What follows belongs to an exercise in optimizing a design on an open flow for small area; a production flow would make more cautious choices. In this exercise RTL edits were held to simulation tests only and were not proved equivalent to the original.

## willow
Design tflf, start of the top module:
module tflf (
    input  wire          clk,
    input  wire          rst,
    input  wire          cancel,
    input  wire          op_valid,
    output wire          op_ready,
    input  wire [2:0]    op_sel,
    input  wire [7:0]    op_cmd,
    input  wire [7:0]    op_plen,
    input  wire [479:0]  op_params,    
    input  wire [15:0]   op_freq,
    input  wire          rx_valid,
    output wire          rx_ready,
    input  wire [7:0]    rx_data,
    input  wire          rx_timeout,
    output wire          tx_valid,
    input  wire          tx_ready,
    output wire [7:0]    tx_data,
    input  wire          tx_fail,
    output reg           res_valid,
    output reg  [2:0]    res_kind,
    output reg  [48:0]   res_payload,
    output wire          busy,
    output wire          dead,
    output reg  [3:0]    fsm,
    output wire [7:0]    cnt,
    output wire [7:0]    len,
    output reg  [7:0]    acc,
    output reg  [2:0]    op,
    output wire [7:0]    req_id,
    output wire [7:0]    tx_len,
    output wire [7:0]    tx_idx,
    output reg  [15:0]   dist_cm,
    output reg  [15:0]   strength,
    output reg  [15:0]   temp_raw,
    output reg           csum_ok,
    output reg           tlm_valid,
    output wire [16:0]   temp_q3,
    output wire [7:0]    resp_id,
    output wire [7:0]    resp_len,
    output reg           resp_valid,
    output reg  [7:0]    ver_patch,
    output reg  [7:0]    ver_minor,
    output reg  [7:0]    ver_major,
    output reg           ver_valid,
    output reg  [2:0]    err,
    output reg           err_corr,
    input  wire [7:0]    x_addr,
    output wire [7:0]    x_data,
    input  wire [7:0]    t_addr,
    output wire [7:0]    t_data
);
    localparam [3:0] S_IDLE   = 4'd0,
                     S_TSEEK0 = 4'd1,
                     S_TSEEK1 = 4'd2,
                     S_TREAD  = 4'd3,
                     S_CSEND  = 4'd4,
                     S_RHDR   = 4'd5,
  ...
==> flow/config.mk <==
export PLATFORM = sky130hd
export DESIGN_NAME = tflf
export DESIGN_NICKNAME = tflf
export VERILOG_FILES = /design/flow/design.v
export SDC_FILE = /design/flow/constraint.sdc
export NUM_CORES = 4
export LEC_CHECK = 0
export CAP_MARGIN = 20
export CORE_MARGIN = 2
export CORE_UTILIZATION = 55
export CTS_BUF_LIST = sky130_fd_sc_hd__clkbuf_16
export CTS_CLUSTER_DIAMETER = 100
export CTS_CLUSTER_SIZE = 25
export GPL_ROUTABILITY_DRIVEN = 0
export PLACE_DENSITY = 0.65
export SLEW_MARGIN = 20
export SYNTH_HIERARCHICAL = 1
export SYNTH_MINIMUM_KEEP_SIZE = 0
==> flow/constraint.sdc <==
create_clock -name core_clock -period 25.0 [get_ports {clk}]
set_input_delay 5.0000 -clock core_clock [delete_from_list [all_inputs] [get_ports {clk}]]
set_output_delay 5.0000 -clock core_clock [all_outputs]
set_load 0.01 [all_outputs]
standard.sh (not shown) runs the stock make flow with config.mk's settings and CLKGATE_MAP_FILE= SYNTH_SCRIPT=/design/flow/synth_recipe.tcl, a recipe that flattens the netlist after the stock synthesis.
==> flow/flow/run.sh <==
#!/bin/bash
# The standard layout (the standard.sh, unchanged synthesis), with the
# port buffers that global placement inserts made from the smallest buffer
# cell, sky130_fd_sc_hd__buf_1, instead of the resizer's default choice.
set -euo pipefail
export BUFFER_PORTS_ARGS="-buffer_cell sky130_fd_sc_hd__buf_1"
bash standard.sh > standard.log 2>&1
Relative to willow, the following input files were edited for cedar:
- GPL_ROUTABILITY_DRIVEN no longer set, was 0
- CTS_CLUSTER_SIZE now 28, was 25
--- outcome ---
willow → cedar: non-clock buffer count held, final area held, count of clock tree sinks held.
Looking at via count, cedar sits 0.37% below willow.
Against willow, cedar comes in 3 lower on number of clock-tree buffers in the layout.
| final number of hold-violating endpoints | willow vs cedar | ≈ equal |
Changes observed in cedar relative to willow: total clock buffers created by CTS shows a reduction of 7.8%; routed wire length ~0 delta.
Relative to cedar, the following input files were edited for lagoon:
- changing CTS_CLUSTER_SIZE from 28 to 25
==> notes.md <==
- In summary, lagoon completed successfully, with a layout that passed the timing, design-rule and antenna checks.
- On cell area after layout, lagoon and cedar are neck and neck.
- Looking at largest stage delay on the critical path, lagoon sits 0.04 ns lower than cedar does.
- cedar → lagoon: sequential share of layout area was more or less identical, met1 layer wirelength in the final routing went up by about 0.6%.
- The lower final antenna diode count of lagoon and cedar is in cedar.
- There was hardly any difference in met2 routed wirelength between lagoon and cedar.
- On clock skew: lagoon sits below cedar.
- ~same fraction of layout instances using a drive strength above 1 in lagoon and cedar

static timing again, ports no longer ideal:
How much do the figures lean on ideal ports? The routed layouts below were timed once more, with nothing changed but the port constraints.
Step 1: set_driving_cell puts a clkbuf_16 on clk and a buf_2 on each other input, an assumption about the parent block.
Step 2, shift: input delay + t, output delay - t, t = (earliest + latest rising clock arrival at the registers) / 2. This alone moves slack from input paths to output paths.
a / b / c = ideal ports / drivers / drivers and shift; a / b = the first two.
run | t (ns) | setup WS [ns] | hold slack, ns
willow | 0.771 | 4.777 / 4.700 / 5.471 | 0.479 / 0.479 / 0.479
cedar | 0.754 | 4.743 / 4.660 / 5.414 | 0.482 / 0.482 / 0.482
lagoon | 0.762 | 4.700 / 4.624 / 5.385 | 0.477 / 0.477 / 0.477
After both steps every run listed still meets setup and hold.
